Context: an optimization exercise on an open-source flow, tuned for small area, a short achievable clock period and few clock cycles per item. The choices shown serve that exercise and are no tape-out recipe.
RTL that was checked went through simulation tests only; none was proved equivalent to the original.

delta:
## sm3_core
module sm3_core (
    input  wire         clk,
    input  wire         rst,         
    input  wire         start_i,
    input  wire         first_i,
    input  wire [511:0] block_i,     
    output wire         ready_o,
    output reg          done_o,
    output wire [255:0] digest_o     
);
==> module sm3_core, before the edit <==
module sm3_core (
    input  wire         clk,
    input  wire         rst,         
    input  wire         start_i,
    input  wire         first_i,
    input  wire [511:0] block_i,     
    output wire         ready_o,
    output reg          done_o,
    output wire [255:0] digest_o     
);
    localparam integer NR = 1;               
    localparam integer NC = 64 / NR;         
    localparam integer CW = (NC > 32) ? 6 : (NC > 16) ? 5 : (NC > 8) ? 4 : 3;
    localparam [255:0] IV = {32'h7380166F, 32'h4914B2B9, 32'h172442D7, 32'hDA8A0600,
                             32'hA96F30BC, 32'h163138AA, 32'hE38DEE4D, 32'hB0FB0E4E};
    localparam [31:0]  T0 = 32'h79CC4519;
    localparam [31:0]  T1 = 32'h7A879D8A;
    function [31:0] p0;
        input [31:0] x;
        begin
            p0 = x ^ {x[22:0], x[31:23]} ^ {x[14:0], x[31:15]};
        end
    endfunction
    function [31:0] p1;
        input [31:0] x;
        begin
            p1 = x ^ {x[16:0], x[31:17]} ^ {x[8:0], x[31:9]};
        end
    endfunction
    function [31:0] add32;
        input [31:0] x, y;
        reg   [31:0] g, p;
        integer i, d;
        begin
            g = x & y;
            p = x ^ y;
            for (d = 1; d < 32; d = d * 2)
                for (i = 0; i < 32; i = i + 1)
                    if (i & d) begin
                        g[i] = g[i] | (p[i] & g[(i & ~(d - 1)) - 1]);
                        p[i] = p[i] & p[(i & ~(d - 1)) - 1];
                    end
            add32 = x ^ y ^ {g[30:0], 1'b0};
        end
    endfunction
    function [31:0] ktab;
        input [5:0] j;
        reg   [63:0] t2;
        begin
            t2   = (j < 6'd16) ? {T0, T0} : {T1, T1};
            t2   = t2 << j[4:0];
            ktab = t2[63:32];
        end
    endfunction
    reg              busy_q;                 
    reg              rdy_q;                  
    reg              rdyo_q;                 
    reg  [CW-1:0]    cnt_q;                  
    reg              cv_q;                   
    reg              rcv_q;                  
    reg              rncv_q;                 
    reg              vf_q;                   
    reg  [255:0]     v_q;                    
    reg  [255:0]     s_q;                    
    reg  [511:0]     w_q;                    
    reg  [32*NR-1:0] k_q;                    
    wire [31:0] wv [0:15+NR];                
    genvar gi;
    generate
        for (gi = 0; gi < 16; gi = gi + 1) begin : g_wv
            assign wv[gi] = w_q[511-32*gi -: 32];
        end
        for (gi = 16; gi < 16 + NR; gi = gi + 1) begin : g_wx
            assign wv[gi] = p1(wv[gi-16] ^ wv[gi-9] ^ {wv[gi-3][16:0], wv[gi-3][31:17]})
                            ^ {wv[gi-13][24:0], wv[gi-13][31:25]} ^ wv[gi-6];
        end
    endgenerate
    wire [31:0] ra [0:NR], rb [0:NR], rc [0:NR], rd [0:NR];
    wire [31:0] re [0:NR], rf [0:NR], rg [0:NR], rh [0:NR];
    assign {ra[0], rb[0], rc[0], rd[0], re[0], rf[0], rg[0], rh[0]} = s_q;
    generate
        for (gi = 0; gi < NR; gi = gi + 1) begin : g_rnd
            wire [5:0]  j     = NR * cnt_q + gi;    
            wire        early = (j < 6'd16);
            wire [31:0] a12   = {ra[gi][19:0], ra[gi][31:20]};
            wire [31:0] kj    = k_q[32*NR-1-32*gi -: 32];
            wire [31:0] s0s   = a12 ^ re[gi] ^ kj;
            wire [31:0] s0c   = (a12 & re[gi]) | (a12 & kj) | (re[gi] & kj);
            wire [31:0] sst   = add32(s0s, {s0c[30:0], 1'b0});
            wire [31:0] ss1   = {sst[24:0], sst[31:25]};
            wire [31:0] ss2   = ss1 ^ a12;
            wire [31:0] ff    = early ? (ra[gi] ^ rb[gi] ^ rc[gi])
                                      : ((ra[gi] & rb[gi]) | (ra[gi] & rc[gi]) | (rb[gi] & rc[gi]));
            wire [31:0] gg    = early ? (re[gi] ^ rf[gi] ^ rg[gi])
                                      : ((re[gi] & rf[gi]) | (~re[gi] & rg[gi]));
            wire [31:0] wp    = wv[gi] ^ wv[gi+4];
            wire [31:0] t1s   = ff ^ rd[gi] ^ wp;
            wire [31:0] t1c   = {((ff & rd[gi]) | (ff & wp) | (rd[gi] & wp)), 1'b0};
            wire [31:0] u1s   = t1s ^ t1c ^ ss2;
            wire [31:0] u1c   = {((t1s & t1c) | (t1s & ss2) | (t1c & ss2)), 1'b0};
            wire [31:0] tt1   = add32(u1s, u1c);
            wire [31:0] t2s   = gg ^ rh[gi] ^ wv[gi];
            wire [31:0] t2c   = {((gg & rh[gi]) | (gg & wv[gi]) | (rh[gi] & wv[gi])), 1'b0};
            wire [31:0] u2s   = t2s ^ t2c ^ ss1;
            wire [31:0] u2c   = {((t2s & t2c) | (t2s & ss1) | (t2c & ss1)), 1'b0};
            wire [31:0] tt2   = add32(u2s, u2c);
            assign ra[gi+1] = tt1;
            assign rb[gi+1] = ra[gi];
            assign rc[gi+1] = {rb[gi][22:0], rb[gi][31:23]};
            assign rd[gi+1] = rc[gi];
            assign re[gi+1] = p0(tt2);
            assign rf[gi+1] = re[gi];
            assign rg[gi+1] = {rf[gi][12:0], rf[gi][31:13]};
            assign rh[gi+1] = rg[gi];
        end
    endgenerate
    wire [255:0] s_next = {ra[NR], rb[NR], rc[NR], rd[NR], re[NR], rf[NR], rg[NR], rh[NR]};
    wire [511:0] w_next;
    generate
        if (NR < 16) begin : g_wsh
            assign w_next[511:32*NR] = w_q[511-32*NR:0];
        end
        for (gi = 0; gi < NR; gi = gi + 1) begin : g_wn
            assign w_next[32*NR-1-32*gi -: 32] = wv[16+gi];
        end
    endgenerate
    wire [5:0]       j_next = busy_q ? NR * (cnt_q + 1'b1) : 6'd0;
    wire [32*NR-1:0] k_next;
    generate
        for (gi = 0; gi < NR; gi = gi + 1) begin : g_kn
            assign k_next[32*NR-1-32*gi -: 32] = ktab(j_next + gi);
        end
    endgenerate
    wire         last   = busy_q & (cnt_q == NC - 1);
    wire         acc    = start_i & rdy_q;
    wire         sel_iv = first_i | ~cv_q;           
    wire         ld_v   = rcv_q & ~first_i;          
    wire         ld_iv  = rncv_q | (rdy_q & first_i);  
    wire [255:0] v_use  = vf_q ? IV : v_q;
    wire         busy_n = ~rst & (acc | (busy_q & ~last));
    wire         rdy_n  = rst | (~acc & (rdy_q | last));
    wire         cv_n   = ~rst & (cv_q | acc);
    assign ready_o  = rdyo_q;
    assign digest_o = v_q;
    always @(posedge clk) begin
        s_q <= ({256{busy_q}} & s_next) | ({256{ld_v}} & v_q) | ({256{ld_iv}} & IV);
        w_q <= ({512{busy_q}} & w_next) | ({512{rdy_q}} & block_i);
        if (last)
            v_q <= v_use ^ s_next;
        k_q <= k_next;
        busy_q <= busy_n;
        rdy_q  <= rdy_n;
        rdyo_q <= ~busy_n;
        cv_q   <= cv_n;
        rcv_q  <= rdy_n & cv_n;
        rncv_q <= rdy_n & ~cv_n;
        if (rst) begin
            cnt_q  <= {CW{1'b0}};
            done_o <= 1'b0;
        end else begin
            done_o <= last;
            if (busy_q)
                cnt_q <= cnt_q + 1'b1;
            if (acc)
                vf_q   <= sel_iv;
        end
    end
endmodule
clock: 20.0 ns
lec_check: 0
abc_area: 1
cap_margin: 20
core_margin: 2
core_utilization: 40
place_density: 0.6
slew_margin: 20
standard.sh (not shown) runs the stock make flow with config.mk's settings and CLKGATE_MAP_FILE= SYNTH_SCRIPT=/design/flow/synth_recipe.tcl, a recipe that flattens the netlist after the stock synthesis.
==> flow/flow/run.sh <==
#!/bin/bash
# Layout flow: the standard ORFS flow (standard synthesis unchanged),
# with each input and output port buffered by a small buf_1 cell instead of
# the delay buffer the placer picks by default, and a clock tree without
# dummy balancing loads.
set -euo pipefail
cd "$(dirname "$0")/.."
bash standard.sh "BUFFER_PORTS_ARGS=-buffer_cell sky130_fd_sc_hd__buf_1" \
  "CTS_ARGS=-sink_clustering_enable -repair_clock_nets -dont_use_dummy_load -sink_clustering_size 20 -sink_clustering_max_diameter 60" \
  finish > flow_make.log 2>&1
Testbench counts of delta, summed over its fixed seeds: cycles 83,208, items 1,280.
Relative to delta, the following input files were edited for tundra:
-- flow/design.v --
<<< delta, line 58
    reg  [CW-1:0]    cnt_q;                  
    reg              cv_q;                   
    reg              rcv_q;                  
    reg              rncv_q;                 
    reg              vf_q;                   
    reg  [255:0]     v_q;                    
>>> tundra, line 58
    reg  [CW-1:0]    cnt_q;                  
    reg              cv_q;                   
    reg              vf_q;                   
    reg  [255:0]     v_q;                    
<<< delta, line 135
    wire         acc    = start_i & rdy_q;
    wire         sel_iv = first_i | ~cv_q;           
    wire         ld_v   = rcv_q & ~first_i;          
    wire         ld_iv  = rncv_q | (rdy_q & first_i);  
    wire [255:0] v_use  = vf_q ? IV : v_q;
    wire         busy_n = ~rst & (acc | (busy_q & ~last));
    wire         rdy_n  = rst | (~acc & (rdy_q | last));
    wire         cv_n   = ~rst & (cv_q | acc);
    assign ready_o  = rdyo_q;
    assign digest_o = v_q;
>>> tundra, line 133
    wire         acc    = start_i & rdy_q;
    wire         sel_iv = first_i | ~cv_q;           
    wire         ld_iv  = rdy_q & sel_iv;            
    wire         ld_v   = rdy_q & ~sel_iv;           
    wire [255:0] v_use  = vf_q ? IV : v_q;
    wire         busy_n = ~rst & (acc | (busy_q & ~last));
    wire         rdy_n  = rst | (~acc & (rdy_q | last));
    assign ready_o  = rdyo_q;
    assign digest_o = v_q;
<<< delta, line 152
        rdy_q  <= rdy_n;
        rdyo_q <= ~busy_n;
        cv_q   <= cv_n;
        rcv_q  <= rdy_n & cv_n;
        rncv_q <= rdy_n & ~cv_n;
        if (rst) begin
            cnt_q  <= {CW{1'b0}};
            done_o <= 1'b0;
        end else begin
>>> tundra, line 149
        rdy_q  <= rdy_n;
        rdyo_q <= ~busy_n;
        if (rst) begin
            cnt_q  <= {CW{1'b0}};
            cv_q   <= 1'b0;
            done_o <= 1'b0;
        end else begin
<<< delta, line 162
            if (busy_q)
                cnt_q <= cnt_q + 1'b1;
            if (acc)
                vf_q   <= sel_iv;
        end
    end
>>> tundra, line 157
            if (busy_q)
                cnt_q <= cnt_q + 1'b1;
            if (acc) begin
                cv_q   <= 1'b1;
                vf_q   <= sel_iv;
            end
        end
    end
### Flow results
Summary of tundra over delta: non-clock buffer count held steady, length of routed met2 wiring higher, share of the cycle needed by the critical path after routing saw a decrease. Of the two values seen for launch point of the worst path, s_q[122]$_DFF_P_ was produced by delta and s_q[112]$_DFF_P_ by tundra. Changes observed in tundra relative to delta: setup slack after layout rose by 0.045 ns; area added between synthesis and finish level; multi-input gate count picked up an extra 64; clock tree skew after final layout higher. As far as final number of setup-violating endpoints goes, delta and tundra are indistinguishable; the numbers are identical. On design area, delta tracks tundra almost exactly.
For tundra, only the layout was checked, not whether the RTL still works.

[afterwards: timing with drivers on the ports]
Ports are ideal in the flow. The routed layouts listed here were re-timed in OpenROAD.
Step 1, drivers: a clkbuf_16 drives clk and a buf_2 each remaining input, both assumed.
Step 2 adds t to the input delays and takes it off the output delays; t is the mean of the earliest and latest rising clock arrival at the registers after step 1. Input paths then give back, and output paths get back, about the clock's delay inside the block.
Slacks: ideal / step 1 / step 2; pairs: ideal / step 1.
run	t, ns	slack for setup (ns)	hold slack, ns	slew at the worst register clock pin (ns)	worst data-port slew with drivers (ns)
delta	0.794	13.388 / 13.388 / 13.254	0.420 / 0.420 / 0.420	0.08 / 0.08	0.16
tundra	0.785	13.433 / 13.433 / 13.033	0.430 / 0.430 / 0.430	0.08 / 0.08	0.29
After both steps every run listed still meets setup and hold. The setup slack of tundra, which loses most, moves by 0.000 ns with the drivers and by -0.400 ns with both steps.
